From an optimization exercise on the open Yosys and OpenROAD flow, aimed at small area, a short achievable clock period and few clock cycles; shortcuts taken in it are not production practice.
In this exercise RTL edits were held to simulation tests only and were not proved equivalent to the original.

==> flow/design.v (excerpt) <==
module cic_seed (
    input  wire        clk,
    input  wire        rst,           
    input  wire        start,         
    input  wire [31:0] image_size,    
    output wire        ready,
    output reg         done,          
    output wire [31:0] seed,
    output wire [31:0] crc,
    output wire        img_req,
    output reg  [8:0]  img_addr,      
    input  wire        img_gnt,
    input  wire        img_rvalid,
    input  wire [63:0] img_rdata
);
Size in the first run: about 690 cells after synthesis, ~51 flip-flops, roughly 180 I/O pins.
clock: 5.0 ns
lec_check: 0
cap_margin: 20
core_margin: 2
core_utilization: 40
slew_margin: 20
run.sh (not shown) runs the stock make flow with config.mk's settings and CLKGATE_MAP_FILE= SYNTH_SCRIPT=/design/flow/synth_recipe.tcl, a recipe that flattens the netlist after the stock synthesis.
The baseline completed with no timing, DRC or antenna violations.
Testbench counts at the start, summed over its fixed seeds: cycles 32,456.
Change:
- SETUP_SLACK_MARGIN: not set -> 2.5
The changed run completed with no timing, DRC or antenna violations.
Synthesized cell count does not change.
Via count rises by 21%.
Routed wire length rises by about 24%.
Global-route usage went up by 5.2 points.
Change:
- SETUP_SLACK_MARGIN: 2.5 -> 1.2
What happened: The changed run passed the timing, design-rule and antenna checks; cell area drops by a quarter to a third; global-route usage drops by 5.2 points; first-iteration DRC count climbs by a few percent; sequential cell count is unchanged.

========
Another version of the RTL of cic_seed (not shown whole).
Size in the first run: roughly 720 cells after synthesis, roughly 57 flip-flops, roughly 6700 sq um of cells after synthesis.
// cic_seed
module cic_seed (
    input  wire        clk,
    input  wire        rst,           
    input  wire        start,         
    input  wire [31:0] image_size,    
    output reg         ready,
    output reg         done,          
    output wire [31:0] seed,
    output wire [31:0] crc,
    output reg         img_req,
    output reg  [8:0]  img_addr,      
    input  wire        img_gnt,
    input  wire        img_rvalid,
    input  wire [63:0] img_rdata
);
==> flow/config.mk <==
export PLATFORM = sky130hd
export DESIGN_NAME = cic_seed
export DESIGN_NICKNAME = cic_seed
export VERILOG_FILES = /design/flow/design.v
export SDC_FILE = /design/flow/constraint.sdc
export NUM_CORES = 4
export LEC_CHECK = 0
export CAP_MARGIN = 20
export CORE_MARGIN = 2
export CORE_UTILIZATION = 40
export SLEW_MARGIN = 20
==> flow/constraint.sdc <==
create_clock -name core_clock -period 5.0 [get_ports {clk}]
set_input_delay 1.0000 -clock core_clock [delete_from_list [all_inputs] [get_ports {clk}]]
set_output_delay 1.0000 -clock core_clock [all_outputs]
set_load 0.01 [all_outputs]
standard.sh (not shown) runs the stock make flow with config.mk's settings and CLKGATE_MAP_FILE= SYNTH_SCRIPT=/design/flow/synth_recipe.tcl, a recipe that flattens the netlist after the stock synthesis.
==> flow/flow/run.sh <==
#!/bin/bash
# Own flow: the standard layout (standard.sh, unchanged ORFS steps and
# synthesis) with these changes:
#  - ORFS's scripts are copied to ./scripts and ABC's speed script replaced by
#    flow/abc.script (plain delay-oriented mapping without ABC's blanket
#    buffering and upsizing; the placer's repair sizes the critical cells);
#  - three-input XOR/XNOR cells are added to the don't-use list;
#  - the ports get a plain buffer cell;
#  - any extra ORFS variables listed in flow/vars.txt.
# Each tool's output goes to the ORFS logs under orfs/logs; make's own output
# goes to standard_make.log here.
set -euo pipefail
rm -rf scripts
cp -r "$FLOW_HOME/scripts" scripts
cp flow/abc.script scripts/abc_speed.script
PLATFORM_DONT_USE=$(sed -n '/^export DONT_USE_CELLS += /,/^$/p' "$FLOW_HOME/platforms/sky130hd/config.mk" \
    | sed 's/export DONT_USE_CELLS += //; s/\\//g' | tr -s ' \n' ' ')
EXTRA_DONT_USE="sky130_fd_sc_hd__xnor3_1 sky130_fd_sc_hd__xnor3_2 sky130_fd_sc_hd__xnor3_4 sky130_fd_sc_hd__xor3_1 sky130_fd_sc_hd__xor3_2 sky130_fd_sc_hd__xor3_4"
VARS=()
if [[ -f flow/vars.txt ]]; then
    while read -r line; do [[ -n "$line" ]] && VARS+=("$line"); done < flow/vars.txt
fi
bash standard.sh "SCRIPTS_DIR=$PWD/scripts" \
    "DONT_USE_CELLS=$PLATFORM_DONT_USE $EXTRA_DONT_USE" \
    "BUFFER_PORTS_ARGS=-buffer_cell sky130_fd_sc_hd__buf_2" \
    "${VARS[@]}" finish > standard_make.log 2>&1
==> flow/flow/abc.script <==
&get -n
&st
&dch
&nf
&put
==> flow/flow/vars.txt <==
CORE_UTILIZATION=60
PLACE_DENSITY=0.7
SETUP_SLACK_MARGIN=2.2
BUFFER_PORTS_ARGS=-buffer_cell sky130_fd_sc_hd__buf_1
CTS_BUF_LIST=sky130_fd_sc_hd__clkbuf_4
The starting point went through all stages and came out clean.
Testbench counts at the start, summed over its fixed seeds: cycles 32,456.
Then changed:
==> flow/flow/vars.txt (replaced) <==
CORE_UTILIZATION=60
PLACE_DENSITY=0.7
SETUP_SLACK_MARGIN=2.4
BUFFER_PORTS_ARGS=-buffer_cell sky130_fd_sc_hd__buf_1
CTS_BUF_LIST=sky130_fd_sc_hd__clkbuf_4
Flip-flop and latch count does not change.
Via count grows by about a fifth.
Design area grows by about a fifth.
Register-to-register slack improved by 0.05 ns.
First-iteration DRC count grows by well over a third.
Die area stays the same.
Sequential share of layout area shrinks by 2.6 points.
Area after synthesis stays the same.
Then changed:
==> flow/flow/vars.txt (replaced) <==
CORE_UTILIZATION=70
PLACE_DENSITY=0.75
SETUP_SLACK_MARGIN=2.0
BUFFER_PORTS_ARGS=-buffer_cell sky130_fd_sc_hd__buf_1
CTS_BUF_LIST=sky130_fd_sc_hd__clkbuf_4
Outcome:
- routed wire length came out lower by 20%
- synthesized area stays the same
- non-clock buffer count decreases by 47
- final cell count came out lower by 5.5%
Then changed:
==> flow/flow/vars.txt (replaced) <==
CORE_UTILIZATION=60
PLACE_DENSITY=0.7
SETUP_SLACK_MARGIN=2.0
BUFFER_PORTS_ARGS=-buffer_cell sky130_fd_sc_hd__buf_1
CTS_BUF_LIST=sky130_fd_sc_hd__clkbuf_4 sky130_fd_sc_hd__clkbuf_8
Clock skew is about the same.
Cell count is about the same.
Non-clock buffer count goes down by 8.
Count of clock-buffer cells in the layout rises by 2.
Fmax falls by 1.1%.

[what the ideal ports hide]
In the flow no input, the clock included, has a driving cell. The finished layouts below were timed again as built, in two steps. Step 1 (the two cells are an assumption about what drives the block):
set clk [get_ports {clk}]
set_driving_cell -lib_cell sky130_fd_sc_hd__clkbuf_16 $clk
set_driving_cell -lib_cell sky130_fd_sc_hd__buf_2 [delete_from_list [all_inputs] $clk]
Step 2 adds t to the input delays and takes it off the output delays; t is the mean of the earliest and latest rising clock arrival at the registers after step 1. Input paths then give back, and output paths get back, about the clock's delay inside the block. a / b / c = no drivers / after step 1 / after step 2; a / b = the first two.
run | t (ns) | setup WS [ns] | clock arrival spread, ns | slew at the worst register clock pin (ns) | pins driven straight from the clock port
the first run of note 1 | 0.336 | 1.242 / 1.261 / 0.925 | 0.013 / 0.013 | 0.07 / 0.07 | 1
the second run of note 1 | 0.325 | 2.124 / 2.113 / 1.789 | 0.007 / 0.007 | 0.07 / 0.07 | 1
the third run of note 1 | 0.337 | 1.267 / 1.287 / 0.950 | 0.014 / 0.014 | 0.07 / 0.07 | 1
the first run of note 2 | 0.442 | 2.075 / 2.075 / 1.718 | 0.012 / 0.012 | 0.10 / 0.10 | 1
the second run of note 2 | 0.475 | 2.091 / 2.105 / 1.630 | 0.014 / 0.013 | 0.10 / 0.10 | 1
the third run of note 2 | 0.458 | 2.003 / 2.008 / 1.566 | 0.009 / 0.009 | 0.10 / 0.10 | 1
the fourth run of note 2 | 0.373 | 1.970 / 1.974 / 1.601 | 0.012 / 0.011 | 0.07 / 0.07 | 1
After both steps every run listed still meets setup and hold. The setup slack of the second run of note 2, which loses most, moves by +0.014 ns with the drivers and by -0.461 ns with both steps.
